Background: an optimization exercise with open tools, aiming at a short achievable clock period and few clock cycles. Do not read the settings as production practice. The RTL was checked by simulation tests, not by an equivalence proof against the original design. Power and IR drop assume default switching activity.

==> design/flow/config.mk <==
export PLATFORM = sky130hd
export DESIGN_NAME = simple_cpu
export DESIGN_NICKNAME = simple_cpu
export VERILOG_FILES = /design/flow/design.v
export SDC_FILE = /design/flow/constraint.sdc
export NUM_CORES = 4
export LEC_CHECK = 0
export CAP_MARGIN = 40
export CORE_MARGIN = 2
export CORE_UTILIZATION = 30
export PLACE_DENSITY = 0.5
export SLEW_MARGIN = 30
==> design/flow/constraint.sdc <==
create_clock -name core_clock -period 18.0 [get_ports {clk}]
set_input_delay 3.6000 -clock core_clock [delete_from_list [all_inputs] [get_ports {clk}]]
set_output_delay 3.6000 -clock core_clock [all_outputs]
set_load 0.01 [all_outputs]
==> design/flow/design.v <==
module simple_cpu (
    input  wire               clk,
    input  wire               rst,           
    input  wire               start,         
    input  wire               ld_valid,      
    input  wire signed [15:0] ld_word,
    input  wire               ld_fail,       
    input  wire        [1:0]  ld_fail_code,  
    input  wire               ld_done,       
    output wire               in_ready,
    input  wire               in_valid,
    input  wire signed [15:0] in_word,
    input  wire               in_bad,        
    output reg                out_valid,
    output reg         [1:0]  out_kind,
    output reg  signed [14:0] out_word,
    output wire        [2:0]  phase,
    output wire        [3:0]  cause,
    output wire signed [27:0] acc,
    output wire        [6:0]  ic,
    output wire signed [14:0] ir,
    output wire signed [7:0]  opc,
    output wire signed [7:0]  opd,
    input  wire        [6:0]  dbg_addr,
    output wire signed [14:0] dbg_data
);
    localparam [2:0] PH_IDLE    = 3'd0,
                     PH_LOADING = 3'd1,
                     PH_RUNNING = 3'd2,
                     PH_HALTED  = 3'd3,
                     PH_ERROR   = 3'd4;
    localparam [3:0] C_NONE         = 4'd0,
                     C_TOO_MANY     = 4'd4,
                     C_BAD_TOKEN    = 4'd3,
                     C_ACC_OVERFLOW = 4'd5,
                     C_DIV_ZERO     = 4'd6,
                     C_UNKNOWN_OP   = 4'd7,
                     C_MOD_ZERO     = 4'd8,
                     C_IC_RANGE     = 4'd9;
    localparam [1:0] EV_PROMPT = 2'd1,
                     EV_REJECT = 2'd2,
                     EV_VALUE  = 2'd3;
    localparam [1:0] S_FETCH = 2'd0,
                     S_EXEC  = 2'd1,
                     S_DIV   = 2'd2,
                     S_READ  = 2'd3;
    reg signed [14:0] mem [0:99];
    reg signed [27:0] acc_r;
    reg        [6:0]  ic_r;
    reg signed [14:0] ir_r;
    reg        [2:0]  phase_r;
    reg        [3:0]  cause_r;
    reg        [1:0]  state;
    reg        [6:0]  ld_ptr;
    reg        [3:0]  div_cnt;
    reg        [13:0] div_dvd;    
    reg        [13:0] div_dsr;    
    reg        [13:0] div_quo;
    reg        [14:0] div_rem;
    reg               div_qneg;
    reg               div_rneg;
    reg               div_is_mod;
    wire signed [14:0] opc_full = ir_r / 15'sd100;
    wire signed [14:0] opd_full = ir_r % 15'sd100;
    wire        [6:0]  addr     = opd_full[6:0];    
    wire signed [14:0] mem_op   = mem[addr];
    wire signed [27:0] mem_op_x = mem_op;
    wire signed [27:0] acc_add  = acc_r + mem_op_x;
    wire signed [27:0] acc_sub  = acc_r - mem_op_x;
    wire signed [27:0] acc_mul  = acc_r * mem_op_x;
    wire        add_ok = (acc_add >= -28'sd9999) && (acc_add <= 28'sd9999);
    wire        sub_ok = (acc_sub >= -28'sd9999) && (acc_sub <= 28'sd9999);
    wire        mul_ok = (acc_mul >= -28'sd9999) && (acc_mul <= 28'sd9999);
    wire        in_accept = !in_bad && (in_word >= -16'sd9999) && (in_word <= 16'sd9999);
    wire        ld_ok     = (ld_word >= -16'sd9999) && (ld_word <= 16'sd9999);
    wire [14:0] div_trial = {div_rem[13:0], div_dvd[13]};
    wire        div_fits  = div_trial >= {1'b0, div_dsr};
    wire [13:0] mem_op_mag = mem_op[14] ? -mem_op[13:0] : mem_op[13:0];
    wire [13:0] acc_mag    = acc_r[27]  ? -acc_r[13:0]  : acc_r[13:0];
    integer i;
    always @(posedge clk) begin
        out_valid <= 1'b0;
        out_kind  <= 2'd0;
        out_word  <= 15'sd0;
        if (rst) begin
            for (i = 0; i < 100; i = i + 1)
                mem[i] <= 15'sd0;
            acc_r      <= 28'sd0;
            ic_r       <= 7'd0;
            ir_r       <= 15'sd0;
            phase_r    <= PH_IDLE;
            cause_r    <= C_NONE;
            state      <= S_FETCH;
            ld_ptr     <= 7'd0;
            div_cnt    <= 4'd0;
            div_dvd    <= 14'd0;
            div_dsr    <= 14'd0;
            div_quo    <= 14'd0;
            div_rem    <= 15'd0;
            div_qneg   <= 1'b0;
            div_rneg   <= 1'b0;
            div_is_mod <= 1'b0;
        end else begin
            case (phase_r)
            PH_IDLE: begin
                if (start)
                    phase_r <= PH_LOADING;
            end
            PH_LOADING: begin
                if (ld_fail) begin
                    cause_r <= {2'b00, ld_fail_code};
                    phase_r <= PH_ERROR;
                end else if (ld_valid) begin
                    if (!ld_ok) begin
                        cause_r <= C_BAD_TOKEN;
                        phase_r <= PH_ERROR;
                    end else if (ld_ptr == 7'd100) begin
                        cause_r <= C_TOO_MANY;
                        phase_r <= PH_ERROR;
                    end else begin
                        mem[ld_ptr] <= ld_word[14:0];
                        ld_ptr      <= ld_ptr + 7'd1;
                    end
                end else if (ld_done) begin
                    phase_r <= PH_RUNNING;
                    state   <= S_FETCH;
                end
            end
            PH_RUNNING: begin
                case (state)
                S_FETCH: begin
                    if (ic_r == 7'd100) begin
                        cause_r <= C_IC_RANGE;
                        phase_r <= PH_ERROR;
                    end else begin
                        ir_r  <= mem[ic_r];
                        state <= S_EXEC;
                    end
                end
                S_EXEC: begin
                    state <= S_FETCH;
                    case (opc_full)
                    15'sd10: begin                         
                        out_valid <= 1'b1;
                        out_kind  <= EV_PROMPT;
                        state     <= S_READ;
                    end
                    15'sd11: begin                         
                        out_valid <= 1'b1;
                        out_kind  <= EV_VALUE;
                        out_word  <= mem_op;
                        ic_r      <= ic_r + 7'd1;
                    end
                    15'sd20: begin                         
                        acc_r <= mem_op_x;
                        ic_r  <= ic_r + 7'd1;
                    end
                    15'sd21: begin                         
                        mem[addr] <= acc_r[14:0];
                        ic_r      <= ic_r + 7'd1;
                    end
                    15'sd30: begin                         
                        acc_r <= acc_add;
                        if (add_ok)
                            ic_r <= ic_r + 7'd1;
                        else begin
                            cause_r <= C_ACC_OVERFLOW;
                            phase_r <= PH_ERROR;
                        end
                    end
                    15'sd31: begin                         
                        acc_r <= acc_sub;
                        if (sub_ok)
                            ic_r <= ic_r + 7'd1;
                        else begin
                            cause_r <= C_ACC_OVERFLOW;
                            phase_r <= PH_ERROR;
                        end
                    end
                    15'sd33: begin                         
                        acc_r <= acc_mul;
                        if (mul_ok)
                            ic_r <= ic_r + 7'd1;
                        else begin
                            cause_r <= C_ACC_OVERFLOW;
                            phase_r <= PH_ERROR;
                        end
                    end
                    15'sd32, 15'sd34: begin                
                        if (mem_op == 15'sd0) begin
                            cause_r <= (opc_full == 15'sd32) ? C_DIV_ZERO : C_MOD_ZERO;
                            phase_r <= PH_ERROR;
                        end else begin
                            div_dvd    <= acc_mag;
                            div_dsr    <= mem_op_mag;
                            div_quo    <= 14'd0;
                            div_rem    <= 15'd0;
                            div_cnt    <= 4'd0;
                            div_qneg   <= acc_r[27] ^ mem_op[14];
                            div_rneg   <= acc_r[27];
                            div_is_mod <= (opc_full == 15'sd34);
                            state      <= S_DIV;
                        end
                    end
                    15'sd40: begin                         
                        ic_r <= addr;
                    end
                    15'sd41: begin                         
                        if (acc_r < 0)
                            ic_r <= addr;
                        else
                            ic_r <= ic_r + 7'd1;
                    end
                    15'sd42: begin                         
                        if (acc_r == 0)
                            ic_r <= addr;
                        else
                            ic_r <= ic_r + 7'd1;
                    end
                    15'sd43: begin                         
                        phase_r <= PH_HALTED;
                    end
                    default: begin
                        cause_r <= C_UNKNOWN_OP;
                        phase_r <= PH_ERROR;
                    end
                    endcase
                end
                S_DIV: begin
                    if (div_cnt == 4'd14) begin
                        if (div_is_mod)
                            acc_r <= div_rneg ? -$signed({14'd0, div_rem[13:0]})
                                              :  $signed({14'd0, div_rem[13:0]});
                        else
                            acc_r <= div_qneg ? -$signed({14'd0, div_quo})
                                              :  $signed({14'd0, div_quo});
                        ic_r  <= ic_r + 7'd1;
                        state <= S_FETCH;
                    end else begin
                        div_cnt <= div_cnt + 4'd1;
                        div_dvd <= {div_dvd[12:0], 1'b0};
                        if (div_fits) begin
                            div_rem <= div_trial - {1'b0, div_dsr};
                            div_quo <= {div_quo[12:0], 1'b1};
                        end else begin
                            div_rem <= div_trial;
                            div_quo <= {div_quo[12:0], 1'b0};
                        end
                    end
                end
                S_READ: begin
                    if (in_valid) begin
                        state <= S_FETCH;
                        if (in_accept) begin
                            mem[addr] <= in_word[14:0];
                            ic_r      <= ic_r + 7'd1;
                        end else begin
                            out_valid <= 1'b1;
                            out_kind  <= EV_REJECT;
                        end
                    end
                end
                endcase
            end
            default: ;                                     
            endcase
        end
    end
    assign in_ready = (phase_r == PH_RUNNING) && (state == S_READ);
    assign phase    = phase_r;
    assign cause    = cause_r;
    assign acc      = acc_r;
    assign ic       = ic_r;
    assign ir       = ir_r;
    assign opc      = opc_full[7:0];
    assign opd      = opd_full[7:0];
    assign dbg_data = (dbg_addr < 7'd100) ? mem[dbg_addr] : 15'sd0;
endmodule
==> design/flow/run.sh <==
#!/bin/bash
# synth_recipe.tcl (not shown) runs the flow's synth.tcl, then flattens the netlist and writes it again
# the make line also repeats each setting of config.mk as NAME=value (left out here)
make -C /OpenROAD-flow-scripts/flow DESIGN_CONFIG=/design/flow/config.mk WORK_HOME=/design/flow/orfs CLKGATE_MAP_FILE= SYNTH_SCRIPT=/design/flow/synth_recipe.tcl finish
==> metrics.csv <==
stage,metric,value,unit
setup_path,CP endpoint,ic_r[0],
route,WL per Instance,35.1,µm
clocking,Clock Path Buffers,4,
yosys,Synth Register Bits,2067,
yosys,number of synthesized flops with an enable pin,1920,
setup_path,critical path capture point type,flop,
route,DR top layer,met5,
run_status,status,timing/DRC/antenna clean,
power_and_ir_drop,leak pwr,0.0541,µW
route,DRC Markers,0,
floorplanning,IO Count,156,
timing,final worst-path cycle share,96.4,%
setup_path,Required @ worst endpoint,18.89,ns
min_path,hold crit path type,reg2reg,
timing,worst slew pin tran,1.00,ns
yosys,Synth cell types,110,
timing,"Slew Viols, Final",0,
clocking,Clock Tree Root,clkbuf_16,
clocking,CTS tree,built,
setup_path,R2R setup slack,0.65,ns
global_route,Overflow after GRT,0,
route,metal3 WL,72900,µm
yosys,"count leader, synth",edfxtp_1,
route,vias,100000,
timing,setup violators final,0,
power_and_ir_drop,Worst VDD drop,0.190,mV
global_route,largest net degree at the start of global routing,102,
floorplanning,die width,672,µm
setup_path,Worst Setup SP,ir_r[0],
route,vias per cell,6.01,
route,Met1 Wirelength,218000,µm
setup_path,"Worst Path Class, Setup",reg2reg,
timing,Worst slew margin,32.3,%
timing,Max Fclk,0.0576,GHz
clocking,htree depth,4,
yosys,top post-synthesis cells by count,"edfxtp_1 (1920), nor2_1 (1896), mux4_2 (1569), nand2_1 (729), clkbuf_1 (711)",
clocking,"CTS clk-pin slew, worst paths",0.07,ns
setup_path,WP data arrival,18.23,ns
route,Final ANT Viol Nets,0,
yosys,Synth Warn #,1,
place,pre-CTS WS,-0.309,ns
setup_path,FF-to-FF End,ic_r[0],
setup_path,FF-to-FF path depth,71,
setup_path,CP max stage cell,or4_4,
timing,post-route setup slack,0.654,ns
finish,area grow syn2layout,16.3,%
yosys,Post-Synthesis Cells,10200,
yosys,Synth top area share,43.0,%
yosys,Area contributors post-synth,"edfxtp_1 (43%), mux4_2 (26%), nor2_1 (5.3%)",
power_and_ir_drop,Comb power frac,53.9,%
route,initial DRC count,15600,
timing,final hold vios,0,
finish,fillcell total,43000,
global_route,number of global-route vias before repair,97500,
setup_path,Max Fanout on Critical Path,14,
timing,clock skew,0.0687,ns
timing,final worst path period need,17.35,ns
route,TritonRoute pass-1 iters,6,
global_route,antenna violations before repair,40,
min_path,min-delay src,div_dvd[6],
yosys,Synth Net Count,10700,
power_and_ir_drop,P per Cell Area,144,nW/µm²
power_and_ir_drop,total internal power,12500,µW
floorplanning,Starting Density,30.1,%
power_and_ir_drop,Flop pwr share,24.3,%
place,Detailed Place HPWL,413000,µm
yosys,ys flop type,edfxtp_1,
floorplanning,Cell Rows,245,
floorplanning,CORE AREA,445000,µm²
place,gp weighted congestion,0.954,
clocking,CTS Buf Count,241,
setup_path,CP peak stage delay,0.57,ns
finish,Non-Filler Instances,16700,
power_and_ir_drop,Clk network pwr share,21.9,%
floorplanning,die height,672,µm
yosys,mapped cell area,134000,µm²
finish,layout cells sized above 1,28.6,%
setup_path,Worst setup SP type,flop,
clocking,worst skew pair latency,1.00,ns
yosys,Synth Area per Inst,13.1,µm²
yosys,"area leader, netlist",edfxtp_1,
place,# placed instances,16200,
power_and_ir_drop,Sw Ratio,44.3,%
finish,nets@finish,11000,
global_route,all-layer global routing usage,25.4,%
route,routed wire length,586000,µm
power_and_ir_drop,Sw Pwr,9980,µW
run,Max-Cap Viols,0,
global_route,first-pass GRT wire length,808000,µm
yosys,sequential area share after synthesis,45.2,%
clocking,clk sink count,2067,
floorplanning,DIE AREA,452000,µm²
route,DR WL met2,258000,µm
yosys,ys async rst share,0,%
setup_path,r2r startpoint,ir_r[0],
place,number of port buffers,155,
-- layout make-up --
cell class	count	area [µm²]	share of cell area, %
Clock buffer	293	6360	4.08
Multi-Input combinational cell	6735	68800	44.2
Sequential cell	2067	60600	38.9
Inverter	476	1800	1.16
Tap cell	5928	7420	4.76
Clock inverter	140	1210	0.776
Timing Repair Buffer	1043	9450	6.07
Antenna cell	20	50.0	0.0321
-- placed cells by master, fill, tap and decap left out, drive strengths merged, types with 148 or more instances in the layout --
cell           instances
clkbuf               303
o21ai                180
inv                  475
mux2i                338
buf                  884
mux4                1569
a21oi                234
nor2                1896
ha                   165
edfxtp              1920
clkdlybuf4s50        148
nand3                150
nand2                729
fa                   241
-- power by group through the flow --
stage	logic (µW)	registers, µW	clock network [µW]
2_1_floorplan	5740	5520	0
3_3_place_gp	11500	5540	0
3_5_place_dp	11600	5550	0
4_1_cts	11700	5450	4950
5_1_grt	12600	5470	5120
6_report	12100	5460	4920
-- metal layers --
metal | up-vias | global-route usage (%)
li1 | 39700 | -
met1 | 52800 | 33.2
met2 | 6693 | 38.4
met3 | 1193 | 7.61
met4 | 24 | 12.5
met5 | - | 0
-- critical path: cells and delay by family (launching register included) --
| family | cells | cell delay, ns |
|---|---|---|
| compound gates | 29 | 5.73 |
| mux | 3 | 0.92 |
| simple gates | 9 | 2.59 |
| fa+ha+maj | 9 | 3.79 |
| flops | 1 | 0.37 |
| buf+inv | 16 | 2.35 |
| xor+xnor | 5 | 1.43 |
-- flip-flops by register name (all words and copies together) (netlist names), 3 cells and up --
register and cells:
div_dvd 14, div_rem 14, ir_r 15, ic_r 7, mem 1920, acc_r 28
div_quo 14, cause_r 4, out_word 15, phase_r 3, div_cnt 4, ld_ptr 7
div_dsr 14
-- repair_timing --
item                                    4_1_cts  5_1_grt
hold endpoints to repair                      0        0
buffers inserted                              6        4
hold buffers                                  0        0
pin swaps                                     2       13
gates resized for setup                      11       44
endpoints found under the setup margin       14       15
-- metrics by stage --
step                      util (%)  TNS (ns)  instance area (µm²)  total power [µW]  hold WS [ns]
final                         35.0         0               156000             22500         0.454
after global routing          35.0   -0.0284               156000             23200         0.474
after CTS                     34.9         0               155000             22100         0.453
after detailed placement      33.2     -2.20               147000             17100         0.445
after global placement        32.9     -1.84               146000             17000         0.440
after floorplan                  -         0               134000             11300         0.432
-- worst min path at each step --
stage / to / slack (ns) / depth (start not counted)
final: div_dvd[6] / 0.45 / 2
after global placement: div_dvd[9] / 0.44 / 2
after floorplan: div_dsr[11] / 0.43 / 2
after detailed placement: div_dvd[6] / 0.44 / 2
after global routing: div_dvd[2] / 0.47 / 2
after CTS: div_dvd[6] / 0.45 / 2
-- logic make-up after synthesis --
logic type      Yosys count  share of synthesized area [%]
simple gates           3218                           10.0
flops                  2067                           45.2
mux                    1950                           29.3
buf+inv                1411                           4.07
compound gates          981                           5.00
fa+ha+maj               406                           5.14
xor+xnor                180                           1.25
Testbench counts, summed over its fixed seeds: cycles 154,999.

port drivers added, routing unchanged:
The results above use ideal ports. As a check the final layout listed here was re-extracted and re-timed, cells and wires unchanged. Step 1 assumes that a clkbuf_16 drives the clock port and a buf_2 every other input. Step 2 adds t to the input delays and takes it off the output delays; t is the mean of the earliest and latest rising clock arrival at the registers after step 1. Input paths then give back, and output paths get back, about the clock's delay inside the block. Three values: no drivers, after step 1, after step 2; two values: the first two.
t (ns): 1.070
slack for setup (ns): 0.654 / 0.654 / 0.654
worst hold slack (ns): 0.454 / 0.454 / 0.454
worst setup path at the end: register to register
worst register clock-pin slew, ns: 0.08 / 0.08
After both steps setup and hold are still met in this run. For this run, drivers alone change the setup slack by 0.000 ns; drivers and shift together by 0.000 ns.
